From an optimization exercise on the open Yosys and OpenROAD flow, aimed at a short achievable clock period and few clock cycles; shortcuts taken in it are not production practice.
The RTL of this run was laid out without a check of its function.
Power is estimated from default activity; no workload was simulated.

==> flow/config.mk <==
export PLATFORM = sky130hd
export DESIGN_NAME = stella_bus_engine
export DESIGN_NICKNAME = stella_bus_engine
export VERILOG_FILES = /design/flow/design.v
export SDC_FILE = /design/flow/constraint.sdc
export NUM_CORES = 4
export LEC_CHECK = 0
export CAP_MARGIN = 20
export CORE_MARGIN = 2
export CORE_UTILIZATION = 40
export SLEW_MARGIN = 20
==> flow/design.v <==
module stella_codec (
  input  wire [15:0] addr,
  input  wire [7:0]  data,
  input  wire [7:0]  lev_data,     
  output wire [22:0] enc_word,     
  output wire [22:0] addr_word,    
  output wire [7:0]  dec_data      
);
  assign enc_word  = {2'b00, data, addr[12:0]};
  assign addr_word = {10'b0, addr[12:0]};
  assign dec_data  = lev_data;
endmodule
module stella_regmap (
  input  wire        clk,
  input  wire        rst_n,
  input  wire [22:0] set_mask,    
  input  wire [22:0] clr_mask,    
  input  wire        mode_we,     
  input  wire        mode_val,
  input  wire        ctl_en,      
  output reg  [22:0] out_q,       
  output reg         data_oe,     
  output reg         ctl_oe       
);
  always @(posedge clk) begin
    out_q <= (out_q & ~clr_mask) | set_mask;
  end
  always @(posedge clk) begin
    if (!rst_n) begin
      data_oe <= 1'b0;
      ctl_oe  <= 1'b0;
    end else begin
      if (mode_we) data_oe <= mode_val;
      if (ctl_en)  ctl_oe  <= 1'b1;
    end
  end
endmodule
module stella_coordinator #(
  parameter integer HOLD_COUNT = 4
) (
  input  wire clk,
  input  wire rst_n,
  input  wire start,          
  input  wire cycle_active,
  output wire cycle_clear     
);
  localparam [1:0] C_OFF  = 2'd0,
                   C_IDLE = 2'd1,
                   C_HOLD = 2'd2;
  reg [1:0] cstate;
  reg [3:0] hold;
  assign cycle_clear = (cstate == C_HOLD) && (hold == 4'd0);
  always @(posedge clk) begin
    if (!rst_n) begin
      cstate <= C_OFF;
    end else begin
      case (cstate)
        C_OFF: begin
          if (start) cstate <= C_IDLE;
        end
        C_IDLE: begin                           
          if (cycle_active) begin
            hold   <= HOLD_COUNT[3:0];
            cstate <= C_HOLD;
          end
        end
        C_HOLD: begin
          if (hold != 4'd0) hold <= hold - 4'd1;  
          else              cstate <= C_IDLE;     
        end
        default: cstate <= C_OFF;
      endcase
    end
  end
endmodule
module stella_dispatcher (
  input  wire        clk,
  input  wire        rst_n,
  input  wire        cmd_valid,
  output wire        cmd_ready,
  input  wire [26:0] cmd,
  output wire        rsp_valid,
  output wire [8:0]  rsp,
  output wire        claim,
  input  wire        map_ok,
  output wire [1:0]  fault,
  output wire        per_rd,
  output wire        per_wr,
  output wire        per_sel,
  output wire [15:0] per_addr,
  output wire [7:0]  per_wdata,
  input  wire [7:0]  per_rdata,
  output reg  [22:0] set_mask,
  output reg  [22:0] clr_mask,
  output reg         mode_we,
  output reg         mode_val,
  output reg         ctl_en,
  input  wire [7:0]  lev_data,
  output reg         coord_start,
  output reg         cycle_active,
  input  wire        cycle_clear
);
  localparam [2:0] OP_RESET   = 3'd0,
                   OP_PEEK    = 3'd1,
                   OP_POKE    = 3'd2,
                   OP_PATCH   = 3'd3,
                   OP_SAVE    = 3'd4,
                   OP_LOAD    = 3'd5,
                   OP_INSTALL = 3'd6;
  localparam [3:0] D_IDLE     = 4'd0,
                   D_PFETCH   = 4'd1,
                   D_SYNC     = 4'd2,
                   D_LOCK     = 4'd3,
                   D_TWAIT    = 4'd4,
                   D_TURN     = 4'd5,
                   D_LATCH    = 4'd6,
                   D_UNLOCK   = 4'd7,
                   D_START    = 4'd8,
                   D_WAIT     = 4'd9,
                   D_SAMPLE   = 4'd10,
                   D_PDELIVER = 4'd11,
                   D_RESP     = 4'd12,
                   D_CLAIM    = 4'd13,
                   D_MAP      = 4'd14,
                   D_INIT     = 4'd15;
  localparam [1:0] L_UNINSTALLED = 2'd0,
                   L_READY       = 2'd1,
                   L_FAULTED     = 2'd2;
  localparam [1:0] F_NONE     = 2'd0,
                   F_MAPPING  = 2'd1,
                   F_PROTOCOL = 2'd3;
  localparam [22:0] ADDR_MASK   = 23'h001FFF;
  localparam [22:0] DATA_MASK   = 23'h1FE000;
  localparam [22:0] DIR_MASK    = 23'h200000;
  localparam [22:0] LOCK_MASK   = 23'h400000;
  localparam [22:0] ENGINE_MASK = 23'h7FFFFF;
  localparam READ  = 1'b0,
             WRITE = 1'b1;
  reg [3:0]  dstate;
  reg [1:0]  life;
  reg [1:0]  fault_q;
  reg        last_dir;
  reg [2:0]  cmd_op;
  reg [15:0] cmd_addr;
  reg [7:0]  cmd_data;
  reg [7:0]  txn_data;
  reg        rsp_ok;
  reg [7:0]  rsp_data;
  wire [2:0]  in_op   = cmd[26:24];
  wire [15:0] in_addr = cmd[23:8];
  wire [7:0]  in_data = cmd[7:0];
  wire in_win    = cmd_addr[12];
  wire txn_write = !(cmd_op == OP_PEEK && in_win);
  wire need_turn = (last_dir != (txn_write ? WRITE : READ));
  wire [22:0] enc_word;
  wire [22:0] addr_word;
  wire [7:0]  dec_data;
  stella_codec u_codec (
    .addr      (cmd_addr),
    .data      (txn_data),
    .lev_data  (lev_data),
    .enc_word  (enc_word),
    .addr_word (addr_word),
    .dec_data  (dec_data)
  );
  assign cmd_ready = (dstate == D_IDLE) && (life != L_FAULTED);
  assign rsp_valid = (dstate == D_RESP);
  assign rsp       = {rsp_ok, rsp_data};
  assign claim     = (dstate == D_CLAIM);
  assign fault     = fault_q;
  assign per_rd    = (dstate == D_PFETCH);
  assign per_wr    = (dstate == D_PDELIVER);
  assign per_sel   = cmd_addr[7];
  assign per_addr  = cmd_addr;
  assign per_wdata = cmd_data;
  always @(*) begin
    set_mask    = 23'd0;
    clr_mask    = 23'd0;
    mode_we     = 1'b0;
    mode_val    = 1'b0;
    ctl_en      = 1'b0;
    coord_start = 1'b0;
    if (life != L_FAULTED) begin
      case (dstate)
        D_LOCK: begin
          set_mask = LOCK_MASK;
        end
        D_TURN: begin
          if (txn_write) begin
            set_mask = DIR_MASK;
            mode_we  = 1'b1;
            mode_val = 1'b1;
          end else begin
            mode_we  = 1'b1;
            mode_val = 1'b0;
            clr_mask = DIR_MASK;
          end
        end
        D_LATCH: begin
          if (txn_write) begin
            clr_mask = ADDR_MASK | DATA_MASK;
            set_mask = enc_word;
          end else begin
            clr_mask = ADDR_MASK;
            set_mask = addr_word;
          end
        end
        D_UNLOCK: begin
          clr_mask = LOCK_MASK;
        end
        D_INIT: begin
          clr_mask    = ENGINE_MASK & ~LOCK_MASK;
          set_mask    = LOCK_MASK;
          mode_we     = 1'b1;
          mode_val    = 1'b0;
          ctl_en      = 1'b1;
          coord_start = 1'b1;
        end
        default: ;
      endcase
    end
  end
  always @(posedge clk) begin
    if (life != L_FAULTED && dstate == D_START)
      cycle_active <= 1'b1;
    else if (life != L_FAULTED && dstate == D_INIT)
      cycle_active <= 1'b0;
    else if (cycle_clear)
      cycle_active <= 1'b0;
  end
  always @(posedge clk) begin
    if (!rst_n) begin
      dstate  <= D_IDLE;
      life    <= L_UNINSTALLED;
      fault_q <= F_NONE;
    end else if (life != L_FAULTED) begin
      case (dstate)
        D_IDLE: begin
          if (cmd_valid) begin
            cmd_op   <= in_op;
            cmd_addr <= in_addr;
            cmd_data <= in_data;
            case (in_op)
              OP_RESET: begin
                rsp_ok <= 1'b1; rsp_data <= 8'h00; dstate <= D_RESP;
              end
              OP_INSTALL: begin
                if (life == L_UNINSTALLED) begin
                  dstate <= D_CLAIM;
                end else begin
                  life <= L_FAULTED; fault_q <= F_PROTOCOL;
                end
              end
              OP_PEEK: begin
                if (life != L_READY) begin
                  life <= L_FAULTED; fault_q <= F_PROTOCOL;
                end else if (in_addr[12]) begin
                  dstate <= D_SYNC;
                end else begin
                  dstate <= D_PFETCH;
                end
              end
              OP_POKE: begin
                if (life != L_READY) begin
                  life <= L_FAULTED; fault_q <= F_PROTOCOL;
                end else begin
                  txn_data <= in_data;
                  dstate   <= D_SYNC;
                end
              end
              default: begin           
                rsp_ok <= 1'b0; rsp_data <= 8'h00; dstate <= D_RESP;
              end
            endcase
          end
        end
        D_PFETCH: begin
          txn_data <= per_rdata;
          dstate   <= D_SYNC;
        end
        D_SYNC: begin
          if (!cycle_active) dstate <= D_LOCK;
        end
        D_LOCK: begin
          dstate <= need_turn ? D_TWAIT : D_LATCH;
        end
        D_TWAIT: begin
          if (!cycle_active) dstate <= D_TURN;
        end
        D_TURN: begin
          dstate <= D_LATCH;
        end
        D_LATCH: begin
          dstate <= D_UNLOCK;
        end
        D_UNLOCK: begin
          dstate <= D_START;
        end
        D_START: begin
          if (txn_write) begin
            last_dir <= WRITE;
            if (cmd_op == OP_POKE && !in_win) begin
              dstate <= D_PDELIVER;
            end else if (cmd_op == OP_POKE) begin
              rsp_ok <= 1'b1; rsp_data <= 8'h00; dstate <= D_RESP;
            end else begin
              rsp_ok <= 1'b1; rsp_data <= txn_data; dstate <= D_RESP;
            end
          end else begin
            dstate <= D_WAIT;
          end
        end
        D_WAIT: begin
          if (!cycle_active) dstate <= D_SAMPLE;
        end
        D_SAMPLE: begin
          last_dir <= READ;
          rsp_ok   <= 1'b1;
          rsp_data <= dec_data;
          dstate   <= D_RESP;
        end
        D_PDELIVER: begin
          rsp_ok <= 1'b1; rsp_data <= 8'h00; dstate <= D_RESP;
        end
        D_RESP: begin
          dstate <= D_IDLE;
        end
        D_CLAIM: begin
          dstate <= D_MAP;
        end
        D_MAP: begin
          if (map_ok) begin
            dstate <= D_INIT;
          end else begin
            life <= L_FAULTED; fault_q <= F_MAPPING;
          end
        end
        D_INIT: begin
          last_dir <= READ;
          life     <= L_READY;
          rsp_ok   <= 1'b1; rsp_data <= 8'h00; dstate <= D_RESP;
        end
        default: dstate <= D_IDLE;
      endcase
    end
  end
endmodule
module stella_bus_engine (
  input  wire        clk,
  input  wire        rst_n,
  input  wire        cmd_valid,
  output wire        cmd_ready,
  input  wire [26:0] cmd,
  output wire        rsp_valid,
  output wire [8:0]  rsp,
  output wire        claim,
  input  wire        map_ok,
  output wire [1:0]  fault,
  output wire        per_rd,
  output wire        per_wr,
  output wire        per_sel,
  output wire [15:0] per_addr,
  output wire [7:0]  per_wdata,
  input  wire [7:0]  per_rdata,
  output wire [22:0] line_out,
  output wire        ctl_oe,
  output wire        data_oe,
  input  wire [7:0]  line_din
);
  localparam integer HOLD_COUNT = 4;
  wire [22:0] set_mask, clr_mask;
  wire        mode_we, mode_val, ctl_en;
  wire        coord_start, cycle_active, cycle_clear;
  stella_dispatcher u_disp (
    .clk          (clk),
    .rst_n        (rst_n),
    .cmd_valid    (cmd_valid),
    .cmd_ready    (cmd_ready),
    .cmd          (cmd),
    .rsp_valid    (rsp_valid),
    .rsp          (rsp),
    .claim        (claim),
    .map_ok       (map_ok),
    .fault        (fault),
    .per_rd       (per_rd),
    .per_wr       (per_wr),
    .per_sel      (per_sel),
    .per_addr     (per_addr),
    .per_wdata    (per_wdata),
    .per_rdata    (per_rdata),
    .set_mask     (set_mask),
    .clr_mask     (clr_mask),
    .mode_we      (mode_we),
    .mode_val     (mode_val),
    .ctl_en       (ctl_en),
    .lev_data     (line_din),
    .coord_start  (coord_start),
    .cycle_active (cycle_active),
    .cycle_clear  (cycle_clear)
  );
  stella_regmap u_regmap (
    .clk      (clk),
    .rst_n    (rst_n),
    .set_mask (set_mask),
    .clr_mask (clr_mask),
    .mode_we  (mode_we),
    .mode_val (mode_val),
    .ctl_en   (ctl_en),
    .out_q    (line_out),
    .data_oe  (data_oe),
    .ctl_oe   (ctl_oe)
  );
  stella_coordinator #(.HOLD_COUNT(HOLD_COUNT)) u_coord (
    .clk          (clk),
    .rst_n        (rst_n),
    .start        (coord_start),
    .cycle_active (cycle_active),
    .cycle_clear  (cycle_clear)
  );
endmodule
==> flow/run.sh <==
#!/bin/bash
# synth_recipe.tcl (not shown) runs the flow's synth.tcl, then flattens the netlist and writes it again
# the make line also repeats each setting of config.mk as NAME=value (left out here)
make -C /OpenROAD-flow-scripts/flow DESIGN_CONFIG=/design/flow/config.mk WORK_HOME=/design/flow/orfs CLKGATE_MAP_FILE= SYNTH_SCRIPT=/design/flow/synth_recipe.tcl finish
==> flow/constraint.sdc <==
create_clock -name core_clock -period 4.0 [get_ports {clk}]
set_input_delay 0.8000 -clock core_clock [delete_from_list [all_inputs] [get_ports {clk}]]
set_output_delay 0.8000 -clock core_clock [all_outputs]
set_load 0.01 [all_outputs]
==> run notes <==
-- worst paths after layout --
path	endpoint	slack, ns	cells past startpoint
max	per_rd	1.0	4
max reg2reg	u_regmap.out_q[12]	1.62	4
min reg2reg	u_regmap.out_q[21]	0.47	1
min	u_regmap.out_q[21]	0.47	1
-- per-stage QoR --
| step | setup slack (ns) | hold WS [ns] |
|---|---|---|
| final | 0.997 | 0.471 |
| after global routing | 0.842 | 0.493 |
| after CTS | 0.984 | 0.473 |
| after detailed placement | 1.19 | 0.450 |
| after global placement | 1.21 | 0.454 |
| after floorplan | 1.52 | 0.462 |
-- layer usage --
layer / vias to the layer above / global-route usage [%]
met5: - / 0
met2: 91 / 28.4
met4: 0 / 7.90
met3: 10 / 5.76
li1: 1287 / -
met1: 1276 / 22.2
-- cells by family (layout without fill, tap and decap cells) --
kind of cell	Yosys count	in the layout	share of synthesized area [%]
and+or+nand+nor	90	90	14.5
buffers and inverters	31	138	5.21
adders and majority gates	2	2	0.686
xor gates and xnor gates	7	7	1.68
AOI/OAI and AO/OA	69	69	15.1
DFF	85	85	60.1
muxes	9	9	2.74
-- worst max-delay path, delay by kind of cell (launching register included) --
kind	cells	cell delay (ns)
buf+inv	2	0.71
flops	1	0.79
simple gates	2	0.35
-- flip-flops by register name, summed over array words and instances (netlist names) --
register,count
u_disp.dstate,4
u_coord.cstate,2
u_regmap.out_q,23
u_disp.txn_data,8
u_disp.rsp_ok,1
u_disp.cmd_data,8
u_disp.last_dir,1
u_disp.rsp_data,8
u_disp.cycle_active,1
u_disp.life,2
u_regmap.ctl_oe,1
u_disp.fault_q,2
u_disp.cmd_addr,16
u_disp.cmd_op,3
u_regmap.data_oe,1
u_coord.hold,4
-- cell usage after synthesis (2+ instances only) --
| cell type | number |
|---|---|
| and3_1 | 3 |
| o311a_1 | 2 |
| nand3_1 | 4 |
| a2111oi_0 | 2 |
| o31a_1 | 2 |
| a21boi_0 | 2 |
| nor4_1 | 3 |
| nor3_1 | 6 |
| a22o_1 | 29 |
| o21ai_0 | 7 |
| ha_1 | 2 |
| buf_4 | 15 |
| buf_2 | 8 |
| nor2_1 | 22 |
| a21o_1 | 2 |
| xnor2_1 | 6 |
| o21a_1 | 4 |
| nand2b_1 | 12 |
| and2_1 | 3 |
| nor2b_1 | 6 |
| nand2_1 | 11 |
| nor4bb_1 | 2 |
| mux2_2 | 8 |
| o22ai_1 | 2 |
| a31oi_1 | 3 |
| dfxtp_1 | 36 |
| clkbuf_1 | 3 |
| nor3b_1 | 4 |
| inv_1 | 4 |
| or2_2 | 3 |
| a21oi_1 | 8 |
| nor3_2 | 2 |
| edfxtp_1 | 49 |
-- power groups by stage --
| stage | Sequential, uW | Combinational [uW] | Clock, uW |
|---|---|---|---|
| after floorplan | 1350 | 604 | 0 |
| after global placement | 1340 | 1140 | 0 |
| after detailed placement | 1350 | 1150 | 0 |
| after CTS | 1330 | 1150 | 599 |
| after global routing | 1360 | 1230 | 631 |
| final | 1330 | 1140 | 579 |
-- cells in the final DEF, fill, tap and decap left out, types with 4 or more instances in the layout --
cell,synthesis,final
nand2b_1,12,12
nor2b_1,6,6
buf_4,15,6
clkbuf_8,0,10
nor3b_1,4,4
dfxtp_1,36,36
nand2_1,11,11
o21a_1,4,4
inv_1,4,4
mux2_2,8,8
nand3_1,4,4
nor2_1,22,21
edfxtp_1,49,49
o21ai_0,7,7
xnor2_1,6,6
a21oi_1,8,8
nor3_1,6,5
clkdlybuf4s50_1,0,112
a22o_1,29,29
-- final cells by class --
| class | count | area, um^2 | share of cell area [%] |
|---|---|---|---|
| repair buffers | 118 | 1170 | 23.4 |
| clock inverters | 6 | 58.8 | 1.18 |
| flip-flops and latches | 85 | 2190 | 44.0 |
| multi-input cells | 177 | 1280 | 25.7 |
| inverters | 4 | 15.0 | 0.301 |
| clock buffers | 10 | 138 | 2.76 |
| well taps | 108 | 135 | 2.71 |
==> run notes <==
* R2R Path Start: u_disp.life[1]
* Die W at around 99 um
* Syn nets at between 300 and 400
* Met2 WL at 4190 um
* Yosys reg bits at 85
* Starting Density at between 40% and 50%
* Final Cycle Share at 75.1%
* WL final at between 8000 and 9000 um
* CTS Hold Bufs at 0
* Largest net degree at the start of global routing at 28
* EDFF count, synth at 49
* Vias in the first global route at 2,615
* Fin. Hold Viols at 0
* Placed instance area at approximately 4800 um^2
* DRC Markers at 0
* Vias/cell at about 5.2
* Slew HR at ~35%
* Root Buffer: clkbuf_8
* Net Sw Power at 1010 uW
* GPL Wtd Cong at 0.840
* Buffers on Ports at between 100 and 150
* Full die area at between 9000 and 10,000 um^2
* Post-CTS setup buffers at 0
* Clock latency at the later pin of the worst-skew pair at roughly 0.35 ns
* Crit start category: flip-flop
* Core footprint at between 8000 and 9000 um^2
* CP max stage delay at 0.79 ns
* Top_reg_cell synth: edfxtp_1
* Slowest-stage cell, CP: dfxtp_1
* Final #Nets at about 440
* Slew Limit Fails at 0
* Antenna Nets Post-Route at 0
* Sequential share of power at around 44%
* GRT overflow at 0
* Peak VDD IR at 0.281 mV
* CP Capture Type: output port
* DR WL/cell at 17.0 um
* Combinational power share at approximately 37%
* Worst Hold Class: reg -> reg
* Post-route clock skew at between 0.008 and 0.009 ns
* Final core utilization at roughly 57%
* Data required time of the critical path at about 3.2 ns
* IO Count at 113
* WL met3 at approximately 640 um
* Synthesized cell area at 3650 um^2
* Status: timing/DRC/antenna clean
* Top layer in use: met4
* Iter 0 DRT Violations at about 150
* Chip height at 99.5 um
* Switching Share at roughly 33%
* Max cap viols at 0
* F_max at approximately 330 MHz
* Global-route wire length before repair at about 14,000 um
* Crit path DAT at about 2.2 ns
* Cell taking the most area after synthesis: edfxtp_1
* Total power at 3050 uW
* Power per cell area at 611 nW/um^2
* Setup_tns at 0 ns
* Via count at about 2,700
* TritonCTS clock tree: yes
* Crit path from: u_disp.dstate[1]
* Total GRT Usage at ~18%
* CTS Buf Count at 9
* Layout area overhead at 36.6%
* CP max FO at 20
* CP Cell Sequence: nand2b_2 -> nor3_2 -> buf_4 -> clkdlybuf4s50_1
* Total iterations of the first detailed-routing run at 4
* Top-area cell type share of the netlist area at 40.3%
* Antenna diode count at 0
* Num rows at 34
* Leakage at between 0.0015 and 0.002 uW
* # fillers at 745
* Metal-1 WL at 3690 um
* Initial antenna violation count at 0
* Post-DP HPWL at 6280 um
* Non-filler cells, final at 508
* Setup CP Type: reg -> out
* Syn Area/Cell at between 10 and 15 um^2
* Ys async rst share at 0%
* Post-Synthesis Cells at between 200 and 300
* Worst-path clk slew at 0.09 ns
* CTS resizes at 0
* Clock sink count at 85
* Hold Crit Start: u_regmap.out_q[21]
* Clk pwr share at between 10% and 20%
* Clk buf depth at 2
* Max H-tree Level at 3
* Post-synthesis sequential area ratio at between 60% and 70%
* Share of cells above drive strength 1 at a little over a tenth
* # setup viols final at 0
* Ranking of synthesized cells by area: edfxtp_1 (40%), dfxtp_1 (20%), a22o_1 (7.0%), buf_4 (3.1%), mux2_2 (2.5%)
* Synth cell types at 51
* RSZ-0062 raised after global routing: false
* Placed Instances at a little under 500
* Synth warn at 3
* Internal Pwr Total at a little over 2000 uW
* Tmin final at 3.00 ns
* Cell area after layout at approximately 5000 um^2
* Worst-Margin Slew at between 0.9 and 1 ns

[static timing again, ports no longer ideal]
Ports are ideal in the flow. The routed layout listed here was re-timed in OpenROAD.
Step 1 sets driving cells, clkbuf_16 on the clock port and buf_2 on the other inputs (assumed; they add their load-dependent delay and slew).
Step 2 moves the port delays by t, midway between the first and last clock arrival at a register: inputs arrive t later, outputs are due t later. That takes back most of the time a late clock gives input paths.
a / b / c = no drivers / after step 1 / after step 2; a / b = the first two.
t (ns): 0.375
slack for setup (ns): 0.997 / 0.968 / 1.145
slew at the worst register clock pin (ns): 0.10 / 0.10
After both steps setup and hold are still met in this run. For this run, drivers alone change the setup slack by -0.029 ns; drivers and shift together by +0.148 ns.
